This design comes from an exercise in tuning for a short achievable clock period and few clock cycles per item on the open sky130 flow, not from production work. RTL that was checked went through simulation tests only; none was proved equivalent to the original. The RTL of runs 2 and 3 was laid out without a check of its function. Power and IR drop assume default switching activity.

$ cat flow/run.sh
#!/bin/bash
# synth_recipe.tcl (not shown) runs the flow's synth.tcl, then flattens the netlist and writes it again
# the make line also repeats each setting of config.mk as NAME=value (left out here)
make -C /OpenROAD-flow-scripts/flow DESIGN_CONFIG=/design/flow/config.mk WORK_HOME=/design/flow/orfs CLKGATE_MAP_FILE= SYNTH_SCRIPT=/design/flow/synth_recipe.tcl finish
$ cat flow/config.mk
export PLATFORM = sky130hd
export DESIGN_NAME = tms1100_core
export DESIGN_NICKNAME = tms1100_core
export VERILOG_FILES = /design/flow/design.v
export SDC_FILE = /design/flow/constraint.sdc
export NUM_CORES = 4
export LEC_CHECK = 0
export ABC_CLOCK_PERIOD_IN_PS = 2000
export CAP_MARGIN = 20
export CORE_MARGIN = 2
export CORE_UTILIZATION = 40
export SETUP_SLACK_MARGIN = 4.0
export SLEW_MARGIN = 20
$ cat flow/constraint.sdc
create_clock -name core_clock -period 6.0 [get_ports {clk}]
set_input_delay 1.2000 -clock core_clock [delete_from_list [all_inputs] [get_ports {clk}]]
set_output_delay 1.2000 -clock core_clock [all_outputs]
set_load 0.01 [all_outputs]
$ cat flow/design.v
module tms1100_core (
    input  wire        clk,
    input  wire        rst,         
    output wire [10:0] rom_addr,    
    input  wire [7:0]  rom_data,    
    input  wire [3:0]  k_in,        
    output wire [4:0]  o_out,       
    output wire [10:0] r_out,       
    output wire        retire       
);
    reg        rst_q;
    reg [10:0] fa;           
    reg [10:0] fa_alt;       
    reg        dv;           
    reg        d_pred;       
    reg        bv;           
    reg [10:0] btag;         
    reg [10:0] btgt;         
    reg [1:0]  x;
    reg [3:0]  y;
    reg [3:0]  x_oh;         
    reg [15:0] y_oh;         
    reg [7:0]  ir;
    reg        ev;           
    reg        pend;         
    reg        pend_b;       
    reg [10:0] rec;          
    reg [3:0]  mreg;         
    reg [5:0]  e_addr;       
    reg        e_sflag;      
    reg        e_stype;      
    reg        e_sfl;        
    reg        e_we;         
    reg [63:0] e_wen;        
    reg        e_wd_a;       
    reg        e_wd_c4;      
    reg        e_wd_bit;     
    reg        e_a_m;        
    reg        e_a_k;        
    reg        e_a_y;        
    reg        e_a_0;        
    reg        e_a_sum;      
    reg        e_s_sum;      
    reg        e_s_mnea;     
    reg        e_s_ynea;     
    reg        e_s_knez;     
    reg        e_s_tbit;     
    reg        e_s_mnez;     
    reg        e_s_ynec;     
    reg        e_x_m;        
    reg        e_x_c4;
    reg        e_y_na;
    reg        e_y_a;
    reg        e_y_15;
    reg        e_cin;
    reg        e_tdo;        
    reg        e_rstr;       
    reg        e_setr;       
    reg        e_tay;        
    reg        e_tmy;        
    reg [3:0]  a;
    reg        s;
    reg        sl;
    reg [4:0]  o;
    reg [10:0] r;
    reg [3:0]  ram [0:63];
    reg [3:0]  pa, pb;
    reg [5:0]  pc;
    reg [5:0]  sr;
    reg        cl;
    reg        ca, cb, cs;
    assign rom_addr = fa;
    assign o_out    = o;
    assign r_out    = r;
    assign retire   = ev;
    function [3:0] inc4(input [3:0] v);
        inc4 = {v[3] ^ (v[2] & v[1] & v[0]), v[2] ^ (v[1] & v[0]), v[1] ^ v[0], ~v[0]};
    endfunction
    function [3:0] dec4(input [3:0] v);
        dec4 = {v[3] ^ ~(v[2] | v[1] | v[0]), v[2] ^ ~(v[1] | v[0]), v[1] ^ ~v[0], ~v[0]};
    endfunction
    function [15:0] oh16(input [3:0] v);
        integer k;
        for (k = 0; k < 16; k = k + 1)
            oh16[k] = (v == k);
    endfunction
    wire [7:0] op   = ir;
    wire [3:0] c4   = {op[0], op[1], op[2], op[3]};    
    wire [1:0] bidx = {op[0], op[1]};                  
    wire [3:0] m    = mreg;
    wire [3:0] bmask  = {bidx == 2'd3, bidx == 2'd2, bidx == 2'd1, bidx == 2'd0};
    wire [3:0] m_bit  = op[2] ? (m & ~bmask) : (m | bmask);
    wire [3:0] ram_wd = ({4{e_wd_a}} & a) | ({4{e_wd_c4}} & c4) | ({4{e_wd_bit}} & m_bit);
    wire [3:0] alu_x  = ({4{e_x_m}} & m) | ({4{e_x_c4}} & c4);
    wire [3:0] alu_y  = ({4{e_y_na}} & ~a) | ({4{e_y_a}} & a) | {4{e_y_15}};
    wire [4:0] sum    = {1'b0, alu_x} + {1'b0, alu_y} + {4'd0, e_cin};
    wire [3:0] a_n = e_a_m   ? m :
                     e_a_k   ? k_in :
                     e_a_y   ? y :
                     e_a_0   ? 4'd0 :
                     e_a_sum ? sum[3:0] : a;
    wire       s_n = ~((e_s_sum  & ~sum[4]) |
                       (e_s_mnea & (m == a)) |
                       (e_s_ynea & (y == a)) |
                       (e_sfl    & ~e_sflag) |
                       (e_s_knez & (k_in == 4'd0)) |
                       (e_s_tbit & ~|(m & bmask)) |
                       (e_s_mnez & (m == 4'd0)) |
                       (e_s_ynec & (y == c4)));
    wire [10:0] r_sel = y_oh[10:0];
    wire [10:0] r_n   = e_setr ? (r | r_sel) : e_rstr ? (r & ~r_sel) : r;
    wire [5:0] pc_inc = pc + 6'd1;
    reg [3:0]  pa_n, pb_n;
    reg [5:0]  pc_n, sr_n;
    reg        cl_n, ca_n, cb_n, cs_n;
    always @(*) begin
        pa_n = pa;
        pb_n = pb;
        pc_n = pc_inc;
        sr_n = sr;
        cl_n = cl;
        ca_n = ca;
        cb_n = cb;
        cs_n = cs;
        casez (op)
            8'h0B: cb_n = ~cb;                                    
            8'h0F: begin                                          
                pa_n = pb;
                if (cl) begin
                    ca_n = cs;
                    pc_n = sr;
                    cl_n = 1'b0;
                end
            end
            8'h1?: pb_n = c4;                                     
            8'b10??_????: begin                                   
                if (s) begin
                    ca_n = cb;
                    pc_n = op[5:0];
                    if (!cl) pa_n = pb;
                end
            end
            8'b11??_????: begin                                   
                if (s) begin
                    if (!cl) begin
                        sr_n = pc_inc;
                        cs_n = ca;
                        pa_n = pb;
                        pb_n = pa;
                        cl_n = 1'b1;
                    end else begin
                        pb_n = pa;
                    end
                    ca_n = cb;
                    pc_n = op[5:0];
                end
            end
            default: ;
        endcase
    end
    wire [7:0] dop      = rom_data;
    wire       taken_l  = pend & s;           
    wire       ntaken_l = pend & ~s;          
    wire       rec_b    = pend_b & ~s;        
    wire       d_ok     = dv & ~taken_l & ~rec_b;    
    wire       e_ldp    = ev & (ir[7:4] == 4'h1);
    wire       e_comc   = ev & (ir == 8'h0B);
    wire [3:0] pb_f     = e_ldp ? c4 : pb;
    wire       cb_f     = cb ^ e_comc;
    wire [4:0] br_hi    = {cb_f, cl ? pa : pb_f};
    wire       ls_k     = ~e_stype;
    wire       ls_v     = ev ? (~e_sfl | e_sflag) : s;
    wire       known_nt = ls_k & ~ls_v;
    wire       hit_ok   = (fa[10:6] == br_hi);
    wire       p_nt     = d_ok & d_pred & known_nt;             
    wire       p_fix    = d_ok & d_pred & ~known_nt & ~hit_ok;  
    wire       if_bad   = ntaken_l | p_nt;
    wire [10:0] seq_cur = if_bad ? fa_alt : fa;                  
    wire       hit      = bv & (fa == btag);
    wire [10:0] rt_addr = cl ? {cs, pb_f, sr} : {ca, pb_f, seq_cur[5:0]};
    wire       d_br     = dop[7];
    wire       d_retn   = (dop == 8'h0F);
    wire       d_ty     = (dop[7:2] == 6'b001000) & ~dop[0];      
    wire       br_go    = d_ok & ~d_pred & d_br & (~ls_k | ls_v);
    wire       d_pend   = d_ok & ~d_pred & d_br & ~ls_k;
    wire       d_pend_b = d_ok & d_pred & ~ls_k;
    wire [5:0] d_addr = {x, y};
    wire       m_fwd  = e_we & (e_addr == d_addr);
    reg  [3:0] m_ram;
    integer    xi, yi;
    always @(*) begin
        m_ram = 4'd0;
        for (xi = 0; xi < 4; xi = xi + 1)
            for (yi = 0; yi < 16; yi = yi + 1)
                m_ram = m_ram | ({4{x_oh[xi] & y_oh[yi]}} & ram[xi * 16 + yi]);
    end
    wire [3:0] m_rd   = m_fwd ? ram_wd : m_ram;
    reg [1:0]  x_n;
    reg [3:0]  x_oh_n;
    reg [3:0]  y_n;
    reg [15:0] y_oh_n;
    reg        sflag_n;
    always @(*) begin
        x_n     = x;
        x_oh_n  = x_oh;
        y_n     = y;
        y_oh_n  = y_oh;
        sflag_n = ~y_oh[0];
        casez (dop)
            8'h04, 8'h24: begin                                   
                y_n    = dec4(y);
                y_oh_n = {y_oh[0], y_oh[15:1]};
            end
            8'h05, 8'h25, 8'h6?: begin                            
                y_n     = inc4(y);
                y_oh_n  = {y_oh[14:0], y_oh[15]};
                sflag_n = y_oh[15];
            end
            8'h09: begin                                          
                x_n    = x ^ 2'b10;
                x_oh_n = {x_oh[1:0], x_oh[3:2]};
            end
            8'b0010_1???: begin                                   
                x_n    = {dop[1], dop[2]};
                x_oh_n = {dop[1] & dop[2], dop[1] & ~dop[2], ~dop[1] & dop[2], ~dop[1] & ~dop[2]};
            end
            8'h4?: begin                                          
                y_n    = {dop[0], dop[1], dop[2], dop[3]};
                y_oh_n = oh16({dop[0], dop[1], dop[2], dop[3]});
            end
            default: ;
        endcase
    end
    reg d_we, d_wd_a, d_wd_c4, d_wd_bit;
    reg d_a_m, d_a_k, d_a_y, d_a_0, d_a_sum;
    reg d_s_sum, d_s_mnea, d_s_ynea, d_s_knez, d_s_tbit, d_s_mnez, d_s_ynec, d_sfl;
    reg d_x_m, d_x_c4, d_y_na, d_y_a, d_y_15, d_cin;
    reg d_tdo, d_rstr, d_setr, d_tay, d_tmy;
    always @(*) begin
        {d_we, d_wd_a, d_wd_c4, d_wd_bit} = 4'b0;
        {d_a_m, d_a_k, d_a_y, d_a_0, d_a_sum} = 5'b0;
        {d_s_sum, d_s_mnea, d_s_ynea, d_s_knez, d_s_tbit, d_s_mnez, d_s_ynec, d_sfl} = 8'b0;
        {d_x_m, d_x_c4, d_y_na, d_y_a, d_y_15, d_cin} = 6'b0;
        {d_tdo, d_rstr, d_setr, d_tay, d_tmy} = 5'b0;
        casez (dop)
            8'h00: d_s_mnea = 1'b1;                                           
            8'h01: {d_s_sum, d_x_m, d_y_na, d_cin} = 4'b1111;                 
            8'h02: d_s_ynea = 1'b1;                                           
            8'h03: {d_we, d_wd_a, d_a_m} = 3'b111;                            
            8'h04, 8'h05: d_sfl = 1'b1;                                       
            8'h06: {d_a_sum, d_s_sum, d_x_m, d_y_a} = 4'b1111;                
            8'h07: {d_a_sum, d_s_sum, d_x_m, d_y_15} = 4'b1111;               
            8'h08: d_a_k = 1'b1;                                              
            8'h0A: d_tdo = 1'b1;                                              
            8'h0C: d_rstr = 1'b1;                                             
            8'h0D: d_setr = 1'b1;                                             
            8'h0E: d_s_knez = 1'b1;                                           
            8'h20: d_tay = 1'b1;                                              
            8'h21: d_a_m = 1'b1;                                              
            8'h22: d_tmy = 1'b1;                                              
            8'h23: d_a_y = 1'b1;                                              
            8'h24, 8'h25: {d_we, d_wd_a, d_sfl} = 3'b111;                     
            8'h26: {d_we, d_wd_a, d_a_0} = 3'b111;                            
            8'h27: {d_we, d_wd_a} = 2'b11;                                    
            8'b0011_0???: {d_we, d_wd_bit} = 2'b11;                           
            8'b0011_10??: d_s_tbit = 1'b1;                                    
            8'h3C: {d_a_sum, d_s_sum, d_x_m, d_y_na, d_cin} = 5'b11111;       
            8'h3D: {d_a_sum, d_s_sum, d_y_na, d_cin} = 4'b1111;               
            8'h3E: {d_a_sum, d_s_sum, d_x_m, d_cin} = 4'b1111;                
            8'h3F: d_s_mnez = 1'b1;                                           
            8'h5?: d_s_ynec = 1'b1;                                           
            8'h6?: {d_we, d_wd_c4} = 2'b11;                                   
            8'h7F: d_a_0 = 1'b1;                                              
            8'h7?: {d_a_sum, d_s_sum, d_x_c4, d_y_a, d_cin} = 5'b11111;       
            default: ;
        endcase
    end
    wire d_stype = d_s_sum | d_s_mnea | d_s_ynea | d_s_knez | d_s_tbit | d_s_mnez | d_s_ynec;
    integer i;
    always @(posedge clk) begin
        rst_q <= rst;
        if (rst) begin
            fa     <= 11'd0;
            dv     <= 1'b0;
            ev     <= 1'b0;
            pend   <= 1'b0;
            pend_b <= 1'b0;
            d_pred <= 1'b0;
            bv     <= 1'b0;
            btag   <= 11'd0;
            btgt   <= 11'd0;
            e_stype  <= 1'b0;
            e_sfl    <= 1'b0;
            e_we     <= 1'b0;
            e_wen    <= 64'd0;
            e_wd_a   <= 1'b0;
            e_wd_c4  <= 1'b0;
            e_wd_bit <= 1'b0;
            e_a_m    <= 1'b0;
            e_a_k    <= 1'b0;
            e_a_y    <= 1'b0;
            e_a_0    <= 1'b0;
            e_a_sum  <= 1'b0;
            e_s_sum  <= 1'b0;
            e_s_mnea <= 1'b0;
            e_s_ynea <= 1'b0;
            e_s_knez <= 1'b0;
            e_s_tbit <= 1'b0;
            e_s_mnez <= 1'b0;
            e_s_ynec <= 1'b0;
            e_tdo    <= 1'b0;
            e_rstr   <= 1'b0;
            e_setr   <= 1'b0;
            e_tay    <= 1'b0;
            e_tmy    <= 1'b0;
        end else begin
            ev     <= d_ok;
            pend   <= d_pend;
            pend_b <= d_pend_b;
            d_pred <= 1'b0;
            if (rec_b) begin
                fa <= rec;
                dv <= 1'b0;
            end else if (br_go | p_fix) begin
                fa <= {br_hi, dop[5:0]};
                dv <= d_pend;
            end else if (d_ok & d_retn) begin
                fa <= rt_addr;
                dv <= 1'b0;
            end else if ((d_ok & d_ty) | if_bad) begin
                fa <= seq_cur;
                dv <= 1'b0;
            end else if (hit) begin
                fa     <= btgt;
                dv     <= 1'b1;
                d_pred <= 1'b1;
            end else begin
                fa <= {fa[10:6], fa[5:0] + 6'd1};
                dv <= 1'b1;
            end
            if (ev & (ir[7:6] == 2'b10) & s) begin
                bv   <= 1'b1;
                btag <= {ca, pa, pc};
                btgt <= {ca_n, pa_n, pc_n};
            end
            e_stype  <= d_ok & d_stype;
            e_sfl    <= d_ok & d_sfl;
            e_we     <= d_ok & d_we;
            for (i = 0; i < 64; i = i + 1)
                e_wen[i] <= d_ok & d_we & x_oh[i / 16] & y_oh[i % 16];
            e_wd_a   <= d_ok & d_wd_a;
            e_wd_c4  <= d_ok & d_wd_c4;
            e_wd_bit <= d_ok & d_wd_bit;
            e_a_m    <= d_ok & d_a_m;
            e_a_k    <= d_ok & d_a_k;
            e_a_y    <= d_ok & d_a_y;
            e_a_0    <= d_ok & d_a_0;
            e_a_sum  <= d_ok & d_a_sum;
            e_s_sum  <= d_ok & d_s_sum;
            e_s_mnea <= d_ok & d_s_mnea;
            e_s_ynea <= d_ok & d_s_ynea;
            e_s_knez <= d_ok & d_s_knez;
            e_s_tbit <= d_ok & d_s_tbit;
            e_s_mnez <= d_ok & d_s_mnez;
            e_s_ynec <= d_ok & d_s_ynec;
            e_tdo    <= d_ok & d_tdo;
            e_rstr   <= d_ok & d_rstr;
            e_setr   <= d_ok & d_setr;
            e_tay    <= d_ok & d_tay;
            e_tmy    <= d_ok & d_tmy;
        end
        fa_alt  <= {fa[10:6], fa[5:0] + 6'd1};
        rec     <= fa_alt;
        ir      <= dop;
        e_x_m   <= d_x_m;
        e_x_c4  <= d_x_c4;
        e_y_na  <= d_y_na;
        e_y_a   <= d_y_a;
        e_y_15  <= d_y_15;
        e_cin   <= d_cin;
        e_sflag <= sflag_n;
        mreg    <= m_rd;
        e_addr  <= d_addr;
        if (rst) begin
            o <= 5'd0;
            r <= 11'd0;
        end else begin
            if (e_tdo)
                o <= {sl, a};
            r <= r_n;
        end
        if (rst_q) begin
            x    <= 2'd0;
            y    <= 4'd0;
            x_oh <= 4'b0001;
            y_oh <= 16'd1;
            a    <= 4'd0;
            s    <= 1'b1;
            sl   <= 1'b0;
            pa   <= 4'd0;
            pb   <= 4'd0;
            pc   <= 6'd0;
            sr   <= 6'd0;
            cl   <= 1'b0;
            ca   <= 1'b0;
            cb   <= 1'b0;
            cs   <= 1'b0;
            for (i = 0; i < 64; i = i + 1)
                ram[i] <= 4'hA;
        end else begin
            if (d_ok) begin
                x    <= x_n;
                x_oh <= x_oh_n;
                y    <= y_n;
                y_oh <= y_oh_n;
            end else if (e_tay) begin
                y    <= a;
                y_oh <= oh16(a);
            end else if (e_tmy) begin
                y    <= mreg;
                y_oh <= oh16(mreg);
            end
            if (ev) begin
                a  <= a_n;
                s  <= s_n;
                pa <= pa_n;
                pb <= pb_n;
                pc <= pc_n;
                sr <= sr_n;
                cl <= cl_n;
                ca <= ca_n;
                cb <= cb_n;
                cs <= cs_n;
            end
            if (e_s_ynea)
                sl <= s_n;
            for (i = 0; i < 64; i = i + 1)
                if (e_wen[i])
                    ram[i] <= ram_wd;
        end
    end
endmodule
==> flow_summary_export.csv, run 1 <==
group,metric,value,unit
pwr,p_per_area,280,nW/µm²
sta,max_freq,400,MHz
clocking,ctsHoldBuffers,0,
job,maxCapViolations,0,
synth,synth.distinct_cells,74,
sta,fin_crit_sh,41.7,%
synth,avgSynthCellArea,9.31,µm²
floorplanning,die_y,232,µm
critical_path,worst-path-buf-inv,2,
critical_path,slowest_stage,"or3_4",
pwr,ir_drop,0.240,mV
clocking,insertion_delay,620,ps
sta,fin_crit,2500,ps
floorplanning,die_w,232,µm
place,portBuffers,41,
synth,yosysSeqAreaShare,48.1,%
critical_path,worstReg2RegStart,"ir[6]",
global_routing,grt_first_pass_wirelength,108,mm
floorplanning,ioPinCount,42,
cells_and_area,syn_to_final_growth,30.1,%
critical_path,end_kind,"flip-flop",
sta,fin_tns_setup,0,ps
synth,ys.flop_type,"dfxtp_1",
run_status,status,"finished clean",
clocking,cts_tree,"done",
place,place_congestion,0.949,
synth,synth_top_area_cell,"dfxtp_1",
synth,async_flop_share,0,%
floorplanning,die-area,54000,µm²
drt,drc,0,
global_routing,grt_max_degree,162,
drt,detail-route-antenna-nets,0,
drt,wl_per_cell,23.9,µm
clocking,cts.path.max_buffers,3,
cells_and_area,nets,2391,
hold_path,hold_path.class,"flip-flop to flip-flop",
synth,syn_nets,2264,
critical_path,r2r_cells,9,
clocking,h-tree-depth,2,
critical_path,critPathArrivalTime,2970,ps
critical_path,r2r_slack,3500,ps
critical_path,crit_path_max_incr_delay,460,ps
global_routing,grt-ovfl-total,0,
critical_path,critPathLaunchType,"flip-flop",
hold_path,holdPathEnd,"rec[3]",
synth,synth_top_area_share,48.1,%
synth,netlist_area,20900,µm²
pwr,p_leak,9.54,nW
global_routing,grtUsageTotal,25.7,%
synth,synth_area_leaders,"dfxtp_1 (48%), a211oi_1 (6.2%), a211o_1 (5.8%)",
sta,slew_violations,0,
clocking,cts_buffers,52,
synth,synth-seq-cells,502,
floorplanning,rows,83,
drt,drt_iter0_drc,2119,
sta,skew,27.4,ps
sta,worst_pin_slew,853,ps
floorplanning,initial_core_util,40.6,%
clocking,path_clk_slew,60,ps
hold_path,hp-start,"fa_alt[3]",
critical_path,rr_endpoint,"fa[4]",
critical_path,cp_top_family,"simple AND/OR/NAND/NOR gates",
synth,synthCells,2243,
critical_path,worstPathCellList,"or3_4 -> buf_6 -> o211ai_1 -> a21oi_1 -> and4b_4 -> a31oi_4 -> buf_6 -> a2111oi_4 -> a211oi_2",
critical_path,critPathKind,"flip-flop to flip-flop",
synth,synth_edf_count,0,
floorplanning,coreArea,51400,µm²
drt,wl,73.7,mm
clocking,cts-root-buf,"clkbuf_16",
pwr,power,0.00762,W
drt,vias_per_cell,6.08,
sta,setup_viol,0,
clocking,cts.sinks,502,
place,dp_hpwl,39.1,mm
global_routing,grt_antenna_before_repair,0,
critical_path,worstPathMaxFanout,8,
critical_path,worst_ep_required_time,6470,ps
synth,ys.warnings.count,2,
sta,rsz0062_at_grt,"true",
critical_path,cp_common_cell,"buf_6",
drt,vias,18776,
global_routing,grt_pass1_vias,17945,
sta,relSlewSlack,43.0,%
sta,final-hold-violation-count,0,
drt,first_pass_iters,9,
cells_and_area,drive_above_1_share,24.6,%
hold_path,min_path_cells,0,
[synth_stat cells (10+ instances only)]
cell,n
nor4_1,11
xor2_1,16
a211o_1,139
a22oi_1,68
a222oi_1,20
dfxtp_1,502
nand3_1,46
clkbuf_1,155
nand4_1,37
and2_1,70
nor2_1,266
inv_1,15
a211oi_1,173
mux2i_1,39
nor3_1,41
a311oi_1,11
a21oi_1,67
o21ai_1,10
xnor2_1,29
nand2b_1,17
nand2_1,109
a221oi_1,44
nor2b_1,142
buf_2,16
buf_1,14
o21ai_0,24
a22o_1,40
[final cells by class]
| cell class | instances | area (µm²) |
|---|---|---|
| antenna | 1 | 2.50 |
| inverter | 15 | 62.6 |
| multi-input combinational | 1542 | 11200 |
| sequential | 502 | 10200 |
| clock inverter | 18 | 229 |
| tap | 680 | 851 |
| fill | 4463 | 24200 |
| timing repair inverter | 1 | 5.00 |
| timing repair buffer | 256 | 3130 |
| clock buffer | 71 | 1480 |
[how the worst max path moves through the flow]
stage | end | startpoint | cells after the start | slack, ps
6_report | fa[4] | ir[6] | 9 | 3500
5_1_grt | fa[4] | ir[1] | 9 | 3440
4_1_cts | fa[4] | ir[6] | 8 | 3580
3_5_place_dp | fa[8] | rom_data[3] | 8 | 1610
3_3_place_gp | y[1] | rom_data[1] | 8 | 1730
2_1_floorplan | fa[0] | rom_data[7] | 10 | 3030
[worst register-to-register path, cell delays in order (launching register included)]
cell,delay (ps)
dfxtp_4,340
or3_4,460
buf_6,150
o211ai_1,250
a21oi_1,100
and4b_4,420
a31oi_4,200
buf_6,180
a2111oi_4,220
a211oi_2,50
[repair_timing]
action	4_1_cts	5_1_grt
resized for setup	486	124
pin swaps	83	73
setup buffers	122	37
gates cloned	20	10
setup endpoints to repair	462	359
[per-layer routing]
metal | GRT usage [%] | wire length, µm
met5 | 0 | 0
met4 | 10.9 | 3530
met3 | 4.38 | 5840
met2 | 40.0 | 32600
met1 | 35.0 | 31700
[state kept, by name, indices dropped and copies added (netlist names), 5 cells and up, named ones only]
signal,count
sr,6
ir,8
e_wen,64
rec,11
fa,11
ram,256
btgt,11
btag,11
e_addr,6
y_oh,16
o,5
fa_alt,11
pc,6
[cells in the final DEF, fill, tap and decap left out, types with 39 or more instances in the layout]
cell / netlist / final
dfxtp_1: 502 / 448
buf_6: 3 / 58
and2_1: 70 / 63
nor2b_1: 142 / 137
clkbuf_16: 0 / 60
a21oi_1: 67 / 53
a22oi_1: 68 / 59
a211o_1: 139 / 139
a211oi_1: 173 / 162
a22o_1: 40 / 39
nand2_1: 109 / 100
nand3_1: 46 / 39
buf_4: 1 / 129
nor2_1: 266 / 253
[through the flow]
step	hold slack, ps	worst slack [ps]	std cells	util (%)	area (µm²)
CTS	351	3580	3038	50.8	26100
finish	352	3500	3086	52.8	27200
global placement	335	1730	2807	42.3	21800
detailed placement	339	1610	2807	42.4	21800
global route	359	3440	3085	52.8	27200
floorplan	329	3030	2243	-	21100
[cells by family after synthesis]
kind of cell / share of synthesized area (%)
AOI/OAI and AO/OA: 24.5
xor gates and xnor gates: 1.89
adders and majority gates: 0.491
buffers and inverters: 3.89
DFF: 48.1
muxes: 2.30
and+or+nand+nor: 18.8
[report_power, final]
group	switching, W	total (W)	internal, W
Clock	0.00138	0.00328	0.00190
Combinational	0.000498	0.000877	0.000379
Sequential	0.0000757	0.00346	0.00339
Total	0.00195	0.00762	0.00567
Testbench counts, summed over its fixed seeds: cycles 70,928, instructions 64,000.
==> inputs of run 2 (changes only) <==
--- a/flow/design.v
+++ b/flow/design.v
@@ -58,6 +58,11 @@
     reg        e_setr;       
     reg        e_tay;        
     reg        e_tmy;        
+    reg        e_br;         
+    reg        e_call;       
+    reg        e_retn;       
+    reg        e_comc;       
+    reg        e_ldp;        
     reg [3:0]  a;
     reg        s;
     reg        sl;
@@ -110,61 +115,21 @@
     wire [10:0] r_sel = y_oh[10:0];
     wire [10:0] r_n   = e_setr ? (r | r_sel) : e_rstr ? (r & ~r_sel) : r;
     wire [5:0] pc_inc = pc + 6'd1;
-    reg [3:0]  pa_n, pb_n;
-    reg [5:0]  pc_n, sr_n;
-    reg        cl_n, ca_n, cb_n, cs_n;
-    always @(*) begin
-        pa_n = pa;
-        pb_n = pb;
-        pc_n = pc_inc;
-        sr_n = sr;
-        cl_n = cl;
-        ca_n = ca;
-        cb_n = cb;
-        cs_n = cs;
-        casez (op)
-            8'h0B: cb_n = ~cb;                                    
-            8'h0F: begin                                          
-                pa_n = pb;
-                if (cl) begin
-                    ca_n = cs;
-                    pc_n = sr;
-                    cl_n = 1'b0;
-                end
-            end
-            8'h1?: pb_n = c4;                                     
-            8'b10??_????: begin                                   
-                if (s) begin
-                    ca_n = cb;
-                    pc_n = op[5:0];
-                    if (!cl) pa_n = pb;
-                end
-            end
-            8'b11??_????: begin                                   
-                if (s) begin
-                    if (!cl) begin
-                        sr_n = pc_inc;
-                        cs_n = ca;
-                        pa_n = pb;
-                        pb_n = pa;
-                        cl_n = 1'b1;
-                    end else begin
-                        pb_n = pa;
-                    end
-                    ca_n = cb;
-                    pc_n = op[5:0];
-                end
-            end
-            default: ;
-        endcase
-    end
+    wire       br_t   = (e_br | e_call) & s;      
+    wire       call_n = e_call & s & ~cl;          
+    wire [5:0] pc_n   = (e_retn & cl) ? sr : br_t ? op[5:0] : pc_inc;
+    wire [3:0] pa_n   = (e_retn | (br_t & ~cl)) ? pb : pa;
+    wire [3:0] pb_n   = e_ldp ? c4 : (e_call & s) ? pa : pb;
+    wire [5:0] sr_n   = call_n ? pc_inc : sr;
+    wire       cs_n   = call_n ? ca : cs;
+    wire       cl_n   = ~e_retn & (cl | (e_call & s));
+    wire       ca_n   = (e_retn & cl) ? cs : br_t ? cb : ca;
+    wire       cb_n   = cb ^ e_comc;
     wire [7:0] dop      = rom_data;
     wire       taken_l  = pend & s;           
     wire       ntaken_l = pend & ~s;          
     wire       rec_b    = pend_b & ~s;        
     wire       d_ok     = dv & ~taken_l & ~rec_b;    
-    wire       e_ldp    = ev & (ir[7:4] == 4'h1);
-    wire       e_comc   = ev & (ir == 8'h0B);
     wire [3:0] pb_f     = e_ldp ? c4 : pb;
     wire       cb_f     = cb ^ e_comc;
     wire [4:0] br_hi    = {cb_f, cl ? pa : pb_f};
@@ -313,6 +278,11 @@
             e_setr   <= 1'b0;
             e_tay    <= 1'b0;
             e_tmy    <= 1'b0;
+            e_br     <= 1'b0;
+            e_call   <= 1'b0;
+            e_retn   <= 1'b0;
+            e_comc   <= 1'b0;
+            e_ldp    <= 1'b0;
         end else begin
             ev     <= d_ok;
             pend   <= d_pend;
@@ -338,7 +308,7 @@
                 fa <= {fa[10:6], fa[5:0] + 6'd1};
                 dv <= 1'b1;
             end
-            if (ev & (ir[7:6] == 2'b10) & s) begin
+            if (e_br & s) begin
                 bv   <= 1'b1;
                 btag <= {ca, pa, pc};
                 btgt <= {ca_n, pa_n, pc_n};
@@ -368,6 +338,11 @@
             e_setr   <= d_ok & d_setr;
             e_tay    <= d_ok & d_tay;
             e_tmy    <= d_ok & d_tmy;
+            e_br     <= d_ok & (dop[7:6] == 2'b10);
+            e_call   <= d_ok & (dop[7:6] == 2'b11);
+            e_retn   <= d_ok & d_retn;
+            e_comc   <= d_ok & (dop == 8'h0B);
+            e_ldp    <= d_ok & (dop[7:4] == 4'h1);
         end
         fa_alt  <= {fa[10:6], fa[5:0] + 6'd1};
         rec     <= fa_alt;
==> flow_summary_export.csv, run 2 <==
group,metric,value,unit
run_status,status,"finished clean",
synth,synth.distinct_cells,81,
clocking,h-tree-depth,2,
sta,fin_tns_setup,0,ps
hold_path,hp-start,"fa_alt[2]",
sta,worst_pin_slew,1020,ps
synth,ys.flop_type,"dfxtp_1",
pwr,pwr-share-comb,9.3,%
floorplanning,coreArea,51300,µm²
global_routing,grt_max_degree,203,
critical_path,critPathKind,"primary input to flip-flop",
global_routing,grt_antenna_before_repair,1,
cells_and_area,drive_above_1_share,21.6,%
synth,ys.warnings.count,2,
drt,vias_per_cell,5.97,
pwr,pwr-share-clk,45.0,%
synth,syn_nets,2248,
critical_path,end_kind,"flip-flop",
cells_and_area,final_cell_mix,"dfxtp_1 (449), nor2_1 (250), a211oi_1 (152), nor2b_1 (139), a211o_1 (133)",
critical_path,critPathLaunchType,"primary input",
synth,yosysSeqAreaShare,48.7,%
floorplanning,rows,83,
cells_and_area,largest_register_ffs,256,
global_routing,grt_pass1_vias,17516,
synth,synth-seq-cells,505,
place,portBuffers,41,
critical_path,worstPathMaxFanout,12,
sta,fin_crit,2510,ps
drt,drc,0,
drt,first_pass_iters,7,
clocking,path_clk_slew,60,ps
sta,skew,35.3,ps
clocking,cts.sinks,505,
synth,synth_most_common_cell,"dfxtp_1",
floorplanning,initial_core_util,40.5,%
critical_path,cp-startpoint,"rom_data[7]",
global_routing,grtUsageTotal,24.4,%
sta,fin_crit_sh,41.9,%
hold_path,holdPathEnd,"rec[2]",
sta,slew_violations,0,
drt,wl,68.1,mm
sta,rsz0062_at_grt,"true",
critical_path,rr_endpoint,"fa[8]",
hold_path,hold_path.class,"flip-flop to flip-flop",
critical_path,crit_path_max_incr_delay,570,ps
critical_path,slowest_stage,"or4_4",
pwr,swShare,24.9,%
clocking,insertion_delay,630,ps
place,place_congestion,0.848,
sta,relSlewSlack,31.8,%
sta,setup_viol,0,
synth,synth_top_area_cell,"dfxtp_1",
synth,netlist_area,20800,µm²
floorplanning,die_w,232,µm
drt,vias,18107,
pwr,p_switching,0.00189,W
global_routing,grt-ovfl-total,0,
drt,drt_iter0_drc,1844,
critical_path,worstPathCellList,"buf_12 -> or4_4 -> or3_4 -> a21oi_4 -> nor3_4 -> buf_12 -> nor2_4 -> buf_12 -> and2_1",
critical_path,worstReg2RegStart,"e_ldp",
cells_and_area,nets,2331,
drt,wl_per_cell,22.5,µm
clocking,cts.path.max_buffers,3,
synth,synth_edf_count,0,
pwr,power.internal,0.00571,W
critical_path,r2r_cells,11,
pwr,ir_drop,0.220,mV
cells_and_area,syn_to_final_growth,26.6,%
cells_and_area,largest_register,"ram",
job,maxCapViolations,0,
synth,synth_area_leaders,"dfxtp_1 (49%), a211o_1 (5.6%), a211oi_1 (5.6%)",
global_routing,grt_first_pass_wirelength,103,mm
drt,detail-route-antenna-nets,0,
synth,avgSynthCellArea,9.32,µm²
cells_and_area,mostFrequentLayoutCell,"dfxtp_1",
hold_path,min_path_cells,0,
place,dp_hpwl,38.1,mm
pwr,p_per_area,289,nW/µm²
synth,synth_top_area_share,48.7,%
clocking,cts-root-buf,"clkbuf_16",
synth,async_flop_share,0,%
pwr,p_leak,9.15,nW
floorplanning,die-area,53700,µm²
synth,synth_commonest_cells,"dfxtp_1 (505), nor2_1 (256), clkbuf_1 (162), a211oi_1 (155), nor2b_1 (143)",
sta,max_freq,398,MHz
critical_path,worst_ep_required_time,6540,ps
floorplanning,ioPinCount,42,
clocking,cts_tree,"done",
critical_path,cp_common_cell,"buf_12",
floorplanning,die_y,232,µm
critical_path,critPathArrivalTime,3050,ps
critical_path,r2r_slack,3670,ps
pwr,seqPwrFrac,45.7,%
sta,hold_slack,354,ps
sta,final-hold-violation-count,0,
clocking,cts_buffers,53,
cells_and_area,reg.largest.list,"ram (256), e_wen (64), y_oh (16)",
synth,synthCells,2227,
==> run 2: worst max-delay path, delay by kind of cell <==
family / cells / cell delay (ps)
AO/OA/AOI/OAI: 1 / 160
buffers and inverters: 3 / 410
AND/OR/NAND/NOR: 5 / 1270
==> run 2: worst max path at each step <==
stage	depth (start not counted)	endpoint	slack [ps]
final	9	e_wen[61]	3490
after global routing	6	x[1]	3450
after CTS	9	e_wen[57]	3520
after detailed placement	7	fa[8]	1770
after global placement	9	y_oh[7]	1890
after floorplan	7	x[1]	2880
==> run 2: through the flow <==
stage | setup WS [ps] | instance area (µm²) | total power (W) | cells | utilization [%]
2_1_floorplan | 2880 | 20900 | 0.00383 | 2227 | -
3_3_place_gp | 1890 | 21600 | 0.00401 | 2797 | 42.2
3_5_place_dp | 1770 | 21600 | 0.00401 | 2797 | 42.2
4_1_cts | 3520 | 25700 | 0.00758 | 3005 | 50.1
5_1_grt | 3450 | 26300 | 0.00781 | 3032 | 51.2
6_report | 3490 | 26300 | 0.00760 | 3033 | 51.2
==> run 2: logic make-up (layout without fill, tap and decap cells) <==
logic type | after synthesis | in the layout | synth area share (%)
XOR/XNOR | 48 | 48 | 2.03
buffers and inverters | 204 | 326 | 3.85
AND/OR/NAND/NOR | 745 | 746 | 18.0
other | 0 | 1 | 0
multiplexers | 55 | 55 | 2.75
flip-flops | 505 | 505 | 48.7
AO/OA/AOI/OAI | 663 | 665 | 24.1
adder cells (fa/ha/maj) | 7 | 7 | 0.494
==> run 2: layout make-up <==
type	instances	area, µm²
Fill cell	4595	25000
Multi-Input combinational cell	1521	10800
Sequential cell	505	10300
Timing Repair Buffer	209	2470
Clock buffer	77	1590
Tap cell	680	851
Clock inverter	20	239
Inverter	20	85.1
Antenna cell	1	2.50
==> run 2: timing repair <==
action | in CTS | in global routing
setup endpoints to repair | 450 | 344
cloned | 11 | 2
buffers inserted | 100 | 25
hold buffers | 0 | 0
pin swaps | 95 | 54
gates resized for setup | 477 | 73
==> run 2: power groups by stage <==
stage / registers, W / clock network, W / logic, W
6_report: 0.00347 / 0.00342 / 0.000704
5_1_grt: 0.00348 / 0.00359 / 0.000741
4_1_cts: 0.00347 / 0.00346 / 0.000649
3_5_place_dp: 0.00356 / 0 / 0.000449
3_3_place_gp: 0.00356 / 0 / 0.000444
2_1_floorplan: 0.00351 / 0 / 0.000326
==> run 2: layer usage <==
metal | vias up | share of wire [%] | track usage [%]
li1 | 8354 | - | -
met3 | 196 | 7.1 | 4.46
met4 | 2 | 3.7 | 10.3
met2 | 751 | 46 | 39.3
met5 | - | 0.016 | 0
met1 | 8804 | 43 | 32.1
==> inputs of run 3 (changes only) <==
--- a/flow/design.v
+++ b/flow/design.v
@@ -146,7 +146,6 @@
     wire       d_br     = dop[7];
     wire       d_retn   = (dop == 8'h0F);
     wire       d_ty     = (dop[7:2] == 6'b001000) & ~dop[0];      
-    wire       br_go    = d_ok & ~d_pred & d_br & (~ls_k | ls_v);
     wire       d_pend   = d_ok & ~d_pred & d_br & ~ls_k;
     wire       d_pend_b = d_ok & d_pred & ~ls_k;
     wire [5:0] d_addr = {x, y};
@@ -160,42 +159,39 @@
                 m_ram = m_ram | ({4{x_oh[xi] & y_oh[yi]}} & ram[xi * 16 + yi]);
     end
     wire [3:0] m_rd   = m_fwd ? ram_wd : m_ram;
-    reg [1:0]  x_n;
-    reg [3:0]  x_oh_n;
-    reg [3:0]  y_n;
-    reg [15:0] y_oh_n;
-    reg        sflag_n;
-    always @(*) begin
-        x_n     = x;
-        x_oh_n  = x_oh;
-        y_n     = y;
-        y_oh_n  = y_oh;
-        sflag_n = ~y_oh[0];
-        casez (dop)
-            8'h04, 8'h24: begin                                   
-                y_n    = dec4(y);
-                y_oh_n = {y_oh[0], y_oh[15:1]};
-            end
-            8'h05, 8'h25, 8'h6?: begin                            
-                y_n     = inc4(y);
-                y_oh_n  = {y_oh[14:0], y_oh[15]};
-                sflag_n = y_oh[15];
-            end
-            8'h09: begin                                          
-                x_n    = x ^ 2'b10;
-                x_oh_n = {x_oh[1:0], x_oh[3:2]};
-            end
-            8'b0010_1???: begin                                   
-                x_n    = {dop[1], dop[2]};
-                x_oh_n = {dop[1] & dop[2], dop[1] & ~dop[2], ~dop[1] & dop[2], ~dop[1] & ~dop[2]};
-            end
-            8'h4?: begin                                          
-                y_n    = {dop[0], dop[1], dop[2], dop[3]};
-                y_oh_n = oh16({dop[0], dop[1], dop[2], dop[3]});
-            end
-            default: ;
-        endcase
-    end
+    wire [3:0] c4d    = {dop[0], dop[1], dop[2], dop[3]};              
+    wire       y_dec  = d_ok & (dop[7:6] == 2'b00) & (dop[4:0] == 5'b00100);   
+    wire       y_inc  = d_ok & (((dop[7:6] == 2'b00) & (dop[4:0] == 5'b00101)) |
+                                (dop[7:4] == 4'h6));                      
+    wire       y_tcy  = d_ok & (dop[7:4] == 4'h4);                        
+    wire       y_hold = ~(y_dec | y_inc | y_tcy | e_tay | e_tmy);
+    wire       x_comx = d_ok & (dop == 8'h09);                            
+    wire       x_ldx  = d_ok & (dop[7:3] == 5'b00101);                    
+    wire       x_hold = ~(x_comx | x_ldx);
+    wire [3:0] y_n    = ({4{y_dec}} & dec4(y)) | ({4{y_inc}} & inc4(y)) | ({4{y_tcy}} & c4d) |
+                        ({4{e_tay}} & a) | ({4{e_tmy}} & mreg) | ({4{y_hold}} & y);
+    wire [15:0] y_oh_n = ({16{y_dec}} & {y_oh[0], y_oh[15:1]}) |
+                         ({16{y_inc}} & {y_oh[14:0], y_oh[15]}) |
+                         ({16{y_tcy}} & oh16(c4d)) |
+                         ({16{e_tay}} & oh16(a)) | ({16{e_tmy}} & oh16(mreg)) |
+                         ({16{y_hold}} & y_oh);
+    wire [1:0] x_n    = ({2{x_comx}} & {~x[1], x[0]}) | ({2{x_ldx}} & {dop[1], dop[2]}) |
+                        ({2{x_hold}} & x);
+    wire [3:0] x_oh_n = ({4{x_comx}} & {x_oh[1:0], x_oh[3:2]}) |
+                        ({4{x_ldx}} & {dop[1] & dop[2], dop[1] & ~dop[2], ~dop[1] & dop[2], ~dop[1] & ~dop[2]}) |
+                        ({4{x_hold}} & x_oh);
+    wire       sflag_n = y_inc ? y_oh[15] : ~y_oh[0];
+    wire        base_seq = ~rec_b & ~if_bad;
+    wire [10:0] fa_inc   = {fa[10:6], fa[5:0] + 6'd1};
+    wire [10:0] fa_base  = rec_b ? rec : if_bad ? fa_alt : hit ? btgt : fa_inc;
+    wire        sel_br   = (d_ok & ~d_pred & (~ls_k | ls_v) & d_br) | p_fix;
+    wire        sel_rt   = d_ok & d_retn;
+    wire        sel_ty   = d_ok & d_ty;
+    wire        sel_none = ~(sel_br | sel_rt | sel_ty);
+    wire [10:0] fa_n     = ({11{sel_br}} & {br_hi, dop[5:0]}) | ({11{sel_rt}} & rt_addr) |
+                           ({11{sel_ty}} & seq_cur) | ({11{sel_none}} & fa_base);
+    wire        dv_n     = sel_br ? d_pend : (sel_none & base_seq);
+    wire        pred_n   = sel_none & base_seq & hit;
     reg d_we, d_wd_a, d_wd_c4, d_wd_bit;
     reg d_a_m, d_a_k, d_a_y, d_a_0, d_a_sum;
     reg d_s_sum, d_s_mnea, d_s_ynea, d_s_knez, d_s_tbit, d_s_mnez, d_s_ynec, d_sfl;
@@ -287,27 +283,9 @@
             ev     <= d_ok;
             pend   <= d_pend;
             pend_b <= d_pend_b;
-            d_pred <= 1'b0;
-            if (rec_b) begin
-                fa <= rec;
-                dv <= 1'b0;
-            end else if (br_go | p_fix) begin
-                fa <= {br_hi, dop[5:0]};
-                dv <= d_pend;
-            end else if (d_ok & d_retn) begin
-                fa <= rt_addr;
-                dv <= 1'b0;
-            end else if ((d_ok & d_ty) | if_bad) begin
-                fa <= seq_cur;
-                dv <= 1'b0;
-            end else if (hit) begin
-                fa     <= btgt;
-                dv     <= 1'b1;
-                d_pred <= 1'b1;
-            end else begin
-                fa <= {fa[10:6], fa[5:0] + 6'd1};
-                dv <= 1'b1;
-            end
+            fa     <= fa_n;
+            dv     <= dv_n;
+            d_pred <= pred_n;
             if (e_br & s) begin
                 bv   <= 1'b1;
                 btag <= {ca, pa, pc};
@@ -383,18 +361,10 @@
             for (i = 0; i < 64; i = i + 1)
                 ram[i] <= 4'hA;
         end else begin
-            if (d_ok) begin
-                x    <= x_n;
-                x_oh <= x_oh_n;
-                y    <= y_n;
-                y_oh <= y_oh_n;
-            end else if (e_tay) begin
-                y    <= a;
-                y_oh <= oh16(a);
-            end else if (e_tmy) begin
-                y    <= mreg;
-                y_oh <= oh16(mreg);
-            end
+            x    <= x_n;
+            x_oh <= x_oh_n;
+            y    <= y_n;
+            y_oh <= y_oh_n;
             if (ev) begin
                 a  <= a_n;
                 s  <= s_n;
==> flow_summary_export.csv, run 3 <==
group,metric,value,unit
synth,synth_area_leaders,"dfxtp_1 (48%), a211o_1 (5.8%), a211oi_1 (5.3%)",
synth,synth_top_area_share,48.5,%
synth,avgSynthCellArea,9.29,µm²
clocking,insertion_delay,620,ps
synth,yosysSeqAreaShare,48.5,%
floorplanning,die_y,232,µm
pwr,ir_drop,0.262,mV
cells_and_area,fillCellCount,4472,
synth,async_flop_share,0,%
cells_and_area,nets,2379,
cells_and_area,final_cell_mix,"dfxtp_1 (444), nor2_1 (234), a211oi_1 (142), nor2b_1 (141), a211o_1 (137)",
drt,wl,72.2,mm
synth,synth.distinct_cells,72,
drt,vias_per_cell,6.02,
floorplanning,initial_core_util,40.6,%
clocking,cts-root-buf,"clkbuf_16",
sta,rsz0062_at_grt,"true",
sta,slew_violations,0,
synth,synth_top_family_by_area,"compound AO/OA/AOI/OAI gates",
global_routing,grt-ovfl-total,0,
clocking,ctsHoldBuffers,0,
sta,final-hold-violation-count,0,
sta,hold_slack,365,ps
critical_path,worstPathMaxFanout,5,
sta,max_freq,411,MHz
global_routing,grt_pass1_vias,17389,
drt,met2_wirelength,33.8,mm
synth,yosys.area_share.adder,0.612,%
drt,top_layer,"met4",
critical_path,critPathArrivalTime,2980,ps
place,dp_hpwl,39.7,mm
cells_and_area,drive_above_1_share,25.5,%
drt,first_pass_iters,7,
floorplanning,ioPinCount,42,
synth,synthSimpleGateAreaFrac,17.9,%
synth,ys.flop_type,"dfxtp_1",
floorplanning,rows,83,
place,place_congestion,0.912,
clocking,h-tree-depth,2,
critical_path,cp-startpoint,"rom_data[4]",
cells_and_area,mostFrequentLayoutCell,"dfxtp_1",
synth,synthCells,2244,
sta,setup_viol,0,
clocking,cts_buffers,54,
global_routing,grt_first_pass_wirelength,106,mm
floorplanning,die_w,232,µm
cells_and_area,largest_register,"ram",
synth,synth_edf_count,0,
cells_and_area,multi_input_area,11200,µm²
critical_path,endpoint,"e_wen[41]",
critical_path,worstReg2RegStart,"ev",
critical_path,worst_ep_required_time,6550,ps
global_routing,grtUsageTotal,25.4,%
critical_path,r2r_cells,11,
synth,synth-seq-cells,505,
global_routing,grt_max_degree,207,
floorplanning,die-area,54000,µm²
clocking,cts.path.max_buffers,3,
critical_path,critPathKind,"primary input to flip-flop",
critical_path,end_kind,"flip-flop",
run_status,status,"finished clean",
drt,route.met3.wl,5.15,mm
synth,synth_most_common_cell,"dfxtp_1",
critical_path,rr_endpoint,"fa[9]",
sta,skew,23.2,ps
synth,syn_nets,2267,
sta,setup_slack,3570,ps
drt,drc,0,
clocking,path_clk_slew,60,ps
drt,vias,18511,
clocking,cts.sinks,505,
sta,fin_tns_setup,0,ps
critical_path,critPathLaunchType,"primary input",
synth,synth_top_area_cell,"dfxtp_1",
synth,synth_xor_area_share,1.81,%
synth,synth_commonest_cells,"dfxtp_1 (505), nor2_1 (244), clkbuf_1 (161), a211oi_1 (148), nor2b_1 (147)",
floorplanning,coreArea,51400,µm²
cells_and_area,reg.largest.list,"ram (256), e_wen (64), y_oh (16)",
sta,fin_crit_sh,40.6,%
global_routing,grt_antenna_before_repair,1,
hold_path,hold_path.class,"flip-flop to flip-flop",
cells_and_area,syn_to_final_growth,30.1,%
drt,wl_met1,30.9,mm
sta,worst_pin_slew,1030,ps
synth,ys.warnings.count,2,
synth,synth_compound_area_share,24.0,%
pwr,p_leak,9.61,nW
place,portBuffers,41,
sta,relSlewSlack,31.1,%
pwr,p_per_area,263,nW/µm²
sta,fin_crit,2430,ps
drt,detail-route-antenna-nets,0,
critical_path,r2r_slack,3640,ps
place,dp_slack,1580,ps
drt,drt_iter0_drc,2076,
drt,wl_per_cell,23.5,µm
cells_and_area,regArea,10300,µm²
synth,netlist_area,20800,µm²
cells_and_area,largest_register_ffs,256,
job,maxCapViolations,0,
synth,synth_mux_area_share,3.02,%
clocking,cts_tree,"done",
==> run 3: cell count changes in the layout (fill, tap and decap cells not counted), sizes merged, moves of 8 or more <==
cell	delta
o21ai	-34
nand2	+23
nor2	-15
buf	+38
or3	+9
nand2b	+8
a31oi	+10
nor3	-11
and3	+57
and2	-61
a22oi	+19
==> run 3: critical path, stage by stage <==
cell and delay [ps]:
buf_12 110, nor2_4 140, buf_6 130, nand2_8 40, or4_4 420, o211ai_1 160, a21o_4 260, buf_6 150
buf_6 90, buf_8 100, and3_4 170
==> run 3: final cells by class <==
class                           instances  area share [%]
Timing Repair Buffer                  248            10.9
Tap cell                              680            3.14
Inverter                               19           0.286
Clock buffer                           78            5.72
Antenna cell                            1         0.00923
Clock inverter                         16           0.673
Multi-Input combinational cell       1528            41.4
Sequential cell                       505            37.9
==> run 3: repair_timing <==
item | in CTS | in global routing
pin swaps | 73 | 97
endpoints found under the setup margin | 439 | 308
buffers inserted | 96 | 47
cloned | 20 | 9
resized for setup | 514 | 157
==> run 3: worst min path at each step <==
stage / cells after the start / start / slack, ps / to
2_1_floorplan: 0 / y[2] / 330 / e_addr[2]
6_report: 0 / fa_alt[1] / 370 / rec[1]
4_1_cts: 0 / fa_alt[6] / 370 / rec[6]
3_5_place_dp: 0 / fa_alt[5] / 360 / rec[5]
5_1_grt: 0 / fa_alt[6] / 380 / rec[6]
3_3_place_gp: 0 / fa_alt[8] / 350 / rec[8]
==> run 3: kinds of logic (layout without fill, tap and decap cells) <==
logic type               Yosys count  count (layout)
XOR/XNOR                          43              43
multiplexers                      58              58
buffers and inverters            216             361
adder cells (fa/ha/maj)            9               9
AO/OA/AOI/OAI                    657             661
other                              0               1
AND/OR/NAND/NOR                  756             757
flip-flops                       505             505
==> run 3: routing by layer <==
metal | vias up | track usage, %
met5 | - | 0
met4 | 0 | 8.87
met3 | 150 | 3.39
met2 | 781 | 41.6
met1 | 9087 | 34.3
li1 | 8493 | -
==> run 3: power by group <==
group / leakage (nW) / internal [W] / switching [W]
clock network: 0.850 / 0.00188 / 0.00141
logic: 4.64 / 0.000172 / 0.000236
registers: 4.12 / 0.00337 / 0.0000460
==> run 3: metrics by stage <==
step                cells  utilization [%]  total power (W)  area, µm²
floorplan            2244                -          0.00367      21100
global placement     2808             42.3          0.00376      21700
detailed placement   2808             42.3          0.00377      21700
CTS                  3018             50.4          0.00712      25900
global route         3075             52.8          0.00733      27100
finish               3075             52.8          0.00712      27100
==> inputs of run 4 (changes only) <==
--- a/flow/design.v
+++ b/flow/design.v
@@ -28,41 +28,70 @@
     reg [3:0]  mreg;         
     reg [5:0]  e_addr;       
     reg        e_sflag;      
-    reg        e_stype;      
-    reg        e_sfl;        
-    reg        e_we;         
-    reg [63:0] e_wen;        
-    reg        e_wd_a;       
-    reg        e_wd_c4;      
-    reg        e_wd_bit;     
-    reg        e_a_m;        
-    reg        e_a_k;        
-    reg        e_a_y;        
-    reg        e_a_0;        
-    reg        e_a_sum;      
-    reg        e_s_sum;      
-    reg        e_s_mnea;     
-    reg        e_s_ynea;     
-    reg        e_s_knez;     
-    reg        e_s_tbit;     
-    reg        e_s_mnez;     
-    reg        e_s_ynec;     
+    reg        f_stype;      
+    reg        f_sfl;        
+    reg        f_we;         
+    reg [63:0] e_sel;        
+    reg        f_wd_a;       
+    reg        f_wd_c4;      
+    reg        f_wd_bit;     
+    reg        f_a_m;        
+    reg        f_a_k;        
+    reg        f_a_y;        
+    reg        f_a_0;        
+    reg        f_a_sum;      
+    reg        f_s_sum;      
+    reg        f_s_mnea;     
+    reg        f_s_ynea;     
+    reg        f_s_knez;     
+    reg        f_s_tbit;     
+    reg        f_s_mnez;     
+    reg        f_s_ynec;     
     reg        e_x_m;        
     reg        e_x_c4;
     reg        e_y_na;
     reg        e_y_a;
     reg        e_y_15;
     reg        e_cin;
-    reg        e_tdo;        
-    reg        e_rstr;       
-    reg        e_setr;       
-    reg        e_tay;        
-    reg        e_tmy;        
-    reg        e_br;         
-    reg        e_call;       
-    reg        e_retn;       
-    reg        e_comc;       
-    reg        e_ldp;        
+    reg        f_tdo;        
+    reg        f_rstr;       
+    reg        f_setr;       
+    reg        f_tay;        
+    reg        f_tmy;        
+    reg        f_br;         
+    reg        f_call;       
+    reg        f_retn;       
+    reg        f_comc;       
+    reg        f_ldp;        
+    wire       e_stype = ev & f_stype;
+    wire       e_sfl = ev & f_sfl;
+    wire       e_we = ev & f_we;
+    wire       e_wd_a = ev & f_wd_a;
+    wire       e_wd_c4 = ev & f_wd_c4;
+    wire       e_wd_bit = ev & f_wd_bit;
+    wire       e_a_m = ev & f_a_m;
+    wire       e_a_k = ev & f_a_k;
+    wire       e_a_y = ev & f_a_y;
+    wire       e_a_0 = ev & f_a_0;
+    wire       e_a_sum = ev & f_a_sum;
+    wire       e_s_sum = ev & f_s_sum;
+    wire       e_s_mnea = ev & f_s_mnea;
+    wire       e_s_ynea = ev & f_s_ynea;
+    wire       e_s_knez = ev & f_s_knez;
+    wire       e_s_tbit = ev & f_s_tbit;
+    wire       e_s_mnez = ev & f_s_mnez;
+    wire       e_s_ynec = ev & f_s_ynec;
+    wire       e_tdo = ev & f_tdo;
+    wire       e_rstr = ev & f_rstr;
+    wire       e_setr = ev & f_setr;
+    wire       e_tay = ev & f_tay;
+    wire       e_tmy = ev & f_tmy;
+    wire       e_br = ev & f_br;
+    wire       e_call = ev & f_call;
+    wire       e_retn = ev & f_retn;
+    wire       e_comc = ev & f_comc;
+    wire       e_ldp = ev & f_ldp;
+    wire [63:0] e_wen = {64{e_we}} & e_sel;
     reg [3:0]  a;
     reg        s;
     reg        sl;
@@ -250,35 +279,6 @@
             bv     <= 1'b0;
             btag   <= 11'd0;
             btgt   <= 11'd0;
-            e_stype  <= 1'b0;
-            e_sfl    <= 1'b0;
-            e_we     <= 1'b0;
-            e_wen    <= 64'd0;
-            e_wd_a   <= 1'b0;
-            e_wd_c4  <= 1'b0;
-            e_wd_bit <= 1'b0;
-            e_a_m    <= 1'b0;
-            e_a_k    <= 1'b0;
-            e_a_y    <= 1'b0;
-            e_a_0    <= 1'b0;
-            e_a_sum  <= 1'b0;
-            e_s_sum  <= 1'b0;
-            e_s_mnea <= 1'b0;
-            e_s_ynea <= 1'b0;
-            e_s_knez <= 1'b0;
-            e_s_tbit <= 1'b0;
-            e_s_mnez <= 1'b0;
-            e_s_ynec <= 1'b0;
-            e_tdo    <= 1'b0;
-            e_rstr   <= 1'b0;
-            e_setr   <= 1'b0;
-            e_tay    <= 1'b0;
-            e_tmy    <= 1'b0;
-            e_br     <= 1'b0;
-            e_call   <= 1'b0;
-            e_retn   <= 1'b0;
-            e_comc   <= 1'b0;
-            e_ldp    <= 1'b0;
         end else begin
             ev     <= d_ok;
             pend   <= d_pend;
@@ -291,38 +291,36 @@
                 btag <= {ca, pa, pc};
                 btgt <= {ca_n, pa_n, pc_n};
             end
-            e_stype  <= d_ok & d_stype;
-            e_sfl    <= d_ok & d_sfl;
-            e_we     <= d_ok & d_we;
-            for (i = 0; i < 64; i = i + 1)
-                e_wen[i] <= d_ok & d_we & x_oh[i / 16] & y_oh[i % 16];
-            e_wd_a   <= d_ok & d_wd_a;
-            e_wd_c4  <= d_ok & d_wd_c4;
-            e_wd_bit <= d_ok & d_wd_bit;
-            e_a_m    <= d_ok & d_a_m;
-            e_a_k    <= d_ok & d_a_k;
-            e_a_y    <= d_ok & d_a_y;
-            e_a_0    <= d_ok & d_a_0;
-            e_a_sum  <= d_ok & d_a_sum;
-            e_s_sum  <= d_ok & d_s_sum;
-            e_s_mnea <= d_ok & d_s_mnea;
-            e_s_ynea <= d_ok & d_s_ynea;
-            e_s_knez <= d_ok & d_s_knez;
-            e_s_tbit <= d_ok & d_s_tbit;
-            e_s_mnez <= d_ok & d_s_mnez;
-            e_s_ynec <= d_ok & d_s_ynec;
-            e_tdo    <= d_ok & d_tdo;
-            e_rstr   <= d_ok & d_rstr;
-            e_setr   <= d_ok & d_setr;
-            e_tay    <= d_ok & d_tay;
-            e_tmy    <= d_ok & d_tmy;
-            e_br     <= d_ok & (dop[7:6] == 2'b10);
-            e_call   <= d_ok & (dop[7:6] == 2'b11);
-            e_retn   <= d_ok & d_retn;
-            e_comc   <= d_ok & (dop == 8'h0B);
-            e_ldp    <= d_ok & (dop[7:4] == 4'h1);
         end
         fa_alt  <= {fa[10:6], fa[5:0] + 6'd1};
+        f_stype <= d_stype;
+        f_sfl <= d_sfl;
+        f_we <= d_we;
+        f_wd_a <= d_wd_a;
+        f_wd_c4 <= d_wd_c4;
+        f_wd_bit <= d_wd_bit;
+        f_a_m <= d_a_m;
+        f_a_k <= d_a_k;
+        f_a_y <= d_a_y;
+        f_a_0 <= d_a_0;
+        f_a_sum <= d_a_sum;
+        f_s_sum <= d_s_sum;
+        f_s_mnea <= d_s_mnea;
+        f_s_ynea <= d_s_ynea;
+        f_s_knez <= d_s_knez;
+        f_s_tbit <= d_s_tbit;
+        f_s_mnez <= d_s_mnez;
+        f_s_ynec <= d_s_ynec;
+        f_tdo <= d_tdo;
+        f_rstr <= d_rstr;
+        f_setr <= d_setr;
+        f_tay <= d_tay;
+        f_tmy <= d_tmy;
+        f_br <= (dop[7:6] == 2'b10);
+        f_call <= (dop[7:6] == 2'b11);
+        f_retn <= d_retn;
+        f_comc <= (dop == 8'h0B);
+        f_ldp <= (dop[7:4] == 4'h1);
         rec     <= fa_alt;
         ir      <= dop;
         e_x_m   <= d_x_m;
@@ -334,6 +332,8 @@
         e_sflag <= sflag_n;
         mreg    <= m_rd;
         e_addr  <= d_addr;
+        for (i = 0; i < 64; i = i + 1)
+            e_sel[i] <= x_oh[i / 16] & y_oh[i % 16];
         if (rst) begin
             o <= 5'd0;
             r <= 11'd0;
--- a/flow/config.mk
+++ b/flow/config.mk
@@ -5,7 +5,7 @@
 export SDC_FILE = /design/flow/constraint.sdc
 export NUM_CORES = 4
 export LEC_CHECK = 0
-export ABC_CLOCK_PERIOD_IN_PS = 2000
+export ABC_CLOCK_PERIOD_IN_PS = 1200
 export CAP_MARGIN = 20
 export CORE_MARGIN = 2
 export CORE_UTILIZATION = 40
==> flow_summary_export.csv, run 4 <==
group,metric,value,unit
run_status,status,"finished clean",
sta,skew,19.1,ps
floorplanning,die-area,54600,µm²
pwr,pwr-share-comb,5.9,%
sta,fin_crit,2410,ps
synth,synth_commonest_cells,"dfxtp_1 (505), nor2_1 (354), nand2_1 (235), a21oi_1 (199), clkbuf_1 (167)",
floorplanning,die_w,234,µm
critical_path,r2r_slack,3610,ps
clocking,cts_tree,"done",
critical_path,cp_top_family,"flip-flops",
place,place_congestion,0.890,
floorplanning,ioPinCount,42,
critical_path,worstReg2RegStart,"ev",
sta,max_freq,414,MHz
global_routing,grt_antenna_before_repair,0,
hold_path,min_path_cells,0,
pwr,power.internal,0.00559,W
critical_path,crit_path_max_incr_delay,360,ps
drt,detail-route-antenna-nets,0,
floorplanning,die_y,234,µm
critical_path,r2r_cells,7,
drt,wl,82.7,mm
global_routing,grt_pass1_vias,18566,
pwr,p_leak,9.83,nW
sta,setup_slack,3590,ps
sta,fin_crit_sh,40.2,%
cells_and_area,drive_above_1_share,31.3,%
synth,ys.warnings.count,2,
pwr,p_switching,0.00174,W
critical_path,worst-path-buf-inv,2,
clocking,cts.path.max_buffers,3,
floorplanning,initial_core_util,40.3,%
drt,drt_iter0_drc,2347,
synth,avgSynthCellArea,8.64,µm²
sta,final-hold-violation-count,0,
pwr,seqPwrFrac,46.9,%
critical_path,rr_endpoint,"fa[1]",
floorplanning,coreArea,52300,µm²
sta,relSlewSlack,38.1,%
synth,synth_top_area_cell,"dfxtp_1",
clocking,ctsHoldBuffers,0,
critical_path,worstPathCellList,"buf_12 -> buf_6",
synth,synth-seq-cells,505,
hold_path,hp-start,"fa_alt[4]",
critical_path,critPathKind,"flip-flop to output port",
drt,wl_per_cell,25.1,µm
global_routing,grtUsageTotal,28.2,%
place,portBuffers,41,
clocking,h-tree-depth,2,
cells_and_area,syn_to_final_growth,36.9,%
cells_and_area,largest_register,"ram",
synth,netlist_area,21100,µm²
synth,syn_nets,2463,
drt,first_pass_iters,5,
cells_and_area,mostFrequentLayoutCell,"dfxtp_1",
pwr,ir_drop,0.241,mV
floorplanning,rows,84,
clocking,cts.sinks,505,
cells_and_area,final_cell_mix,"dfxtp_1 (448), nor2_1 (235), nand2_1 (207), a21oi_1 (150), a211o_1 (134)",
pwr,swShare,23.8,%
sta,rsz0062_at_grt,"true",
critical_path,worstPathMaxFanout,2,
critical_path,worst_ep_required_time,4800,ps
place,dp_slack,2130,ps
synth,synth.distinct_cells,78,
clocking,cts-root-buf,"clkbuf_16",
place,dp_hpwl,44.7,mm
hold_path,hold_path.class,"flip-flop to flip-flop",
synth,yosysSeqAreaShare,48.0,%
cells_and_area,reg.largest.list,"ram (256), e_sel (64), y_oh (16)",
drt,drc,0,
critical_path,end_kind,"output port",
cells_and_area,multi_input_area,12400,µm²
critical_path,critPathArrivalTime,1210,ps
global_routing,grt_max_degree,171,
pwr,p_per_area,254,nW/µm²
cells_and_area,nets,2584,
sta,slew_violations,0,
global_routing,grt-ovfl-total,0,
clocking,insertion_delay,620,ps
pwr,pwr-share-clk,47.2,%
clocking,path_clk_slew,60,ps
sta,setup_viol,0,
synth,ys.flop_type,"dfxtp_1",
critical_path,cp_num_cells,2,
global_routing,grt_first_pass_wirelength,117,mm
synth,async_flop_share,0,%
sta,fin_tns_setup,0,ps
cells_and_area,regArea,10300,µm²
clocking,cts_buffers,53,
sta,worst_pin_slew,928,ps
hold_path,holdPathEnd,"rec[4]",
cells_and_area,largest_register_ffs,256,
cells_and_area,diodes,0,
critical_path,slowest_stage,"dfxtp_4",
synth,synth_top_area_share,48.0,%
synth,synth_most_common_cell,"dfxtp_1",
drt,vias,20437,
critical_path,critPathLaunchType,"flip-flop",
cells_and_area,fillCellCount,4516,
synth,synth_area_leaders,"dfxtp_1 (48%), nor2_1 (6.3%), a211o_1 (5.6%)",
job,maxCapViolations,0,
drt,vias_per_cell,6.21,
synth,synth_edf_count,0,
synth,synthCells,2440,
run 4: cell families (layout without fill, tap and decap cells):
family	Yosys count	after routing	synth area share, %
flops	505	505	48.0
simple gates	951	954	20.6
fa+ha+maj	9	9	0.605
mux	40	40	2.08
buf+inv	225	382	4.19
compound gates	668	672	22.8
xor+xnor	42	42	1.81
run 4: worst reg2reg max path: stages, from the launching register on:
cell and delay [ps]:
dfxtp_4 360, buf_8 160, and3_4 180, o31ai_4 270
xnor2_1 110, or4_4 570, a211o_4 410, o221ai_1 230
run 4: timing repair:
action                     in CTS  in global routing
cloned                         25                 12
setup buffers                 104                 38
resized for setup             514                374
pin swaps                     140                247
setup endpoints to repair     415                360
run 4: area by class of cell:
class                           instances  share of cell area, %
Clock inverter                         23                  0.923
Sequential cell                       505                   35.6
Inverter                               26                  0.373
Clock buffer                           75                   5.41
Timing Repair Buffer                  258                   11.7
Tap cell                              688                   2.98
Multi-Input combinational cell       1717                   43.0
run 4: power by group through the flow:
stage | Clock, W | Sequential, W | Combinational [W]
after floorplan | 0 | 0.00349 | 0.000212
after global placement | 0 | 0.00352 | 0.000274
after detailed placement | 0 | 0.00353 | 0.000277
after CTS | 0.00347 | 0.00344 | 0.000387
after global routing | 0.00363 | 0.00344 | 0.000453
final | 0.00346 | 0.00344 | 0.000434
run 4: metrics by stage:
stage | hold slack [ps] | power, W | instance area [µm²] | instances | utilization (%)
floorplan | 329 | 0.00370 | 21600 | 2440 | -
global placement | 350 | 0.00380 | 22200 | 3015 | 42.5
detailed placement | 353 | 0.00380 | 22200 | 3015 | 42.5
CTS | 364 | 0.00730 | 26600 | 3242 | 50.9
global route | 369 | 0.00752 | 28900 | 3292 | 55.1
finish | 357 | 0.00733 | 28900 | 3292 | 55.1
run 4: worst max-delay path by stage:
| stage | to | slack (ps) | start |
|---|---|---|---|
| 2_1_floorplan | fa[0] | 3220 | rom_data[7] |
| 3_3_place_gp | y[3] | 2110 | rom_data[2] |
| 3_5_place_dp | fa[9] | 2130 | rom_data[3] |
| 4_1_cts | retire | 3570 | ev |
| 5_1_grt | retire | 3560 | ev |
| 6_report | retire | 3590 | ev |
run 4: layer usage:
layer	up-vias	track usage (%)	routed length [µm]
met5	-	0	0
met4	0	12.4	4540
met3	286	5.04	7330
met2	1035	45.7	37900
met1	10033	36.7	32900
li1	9083	-	-
Testbench counts of run 4, summed over its fixed seeds: cycles 70,928, instructions 64,000.

==> separate check: timing with driven ports <==
No port has a modelled driver above. Below, the same layouts with a new extraction and two added sets of constraints.
Step 1 (the two cells are an assumption about what drives the block):
set clk [get_ports {clk}]
set_driving_cell -lib_cell sky130_fd_sc_hd__clkbuf_16 $clk
set_driving_cell -lib_cell sky130_fd_sc_hd__buf_2 [delete_from_list [all_inputs] $clk]
Step 2 also shifts input and output timing later by t, the mid clock arrival at the registers, as if the neighbouring blocks saw the same clock.
Slacks: no drivers / after step 1 / after step 2; pairs: no drivers / after step 1.
run	shift t [ns]	setup WS [ns]	hold WS [ns]	worst slew at a driven data input, ns
run 1	0.665	3.498 / 3.498 / 2.842	0.352 / 0.352 / 0.352	0.18
run 2	0.669	3.488 / 3.493 / 2.824	0.354 / 0.354 / 0.354	0.07
run 3	0.673	3.566 / 3.532 / 2.912	0.365 / 0.365 / 0.365	0.13
run 4	0.665	3.587 / 3.528 / 2.973	0.357 / 0.357 / 0.357	0.06
After both steps setup and hold are still met in every run listed. For run 2, which loses most, drivers alone change the setup slack by +0.005 ns; drivers and shift together by -0.664 ns.
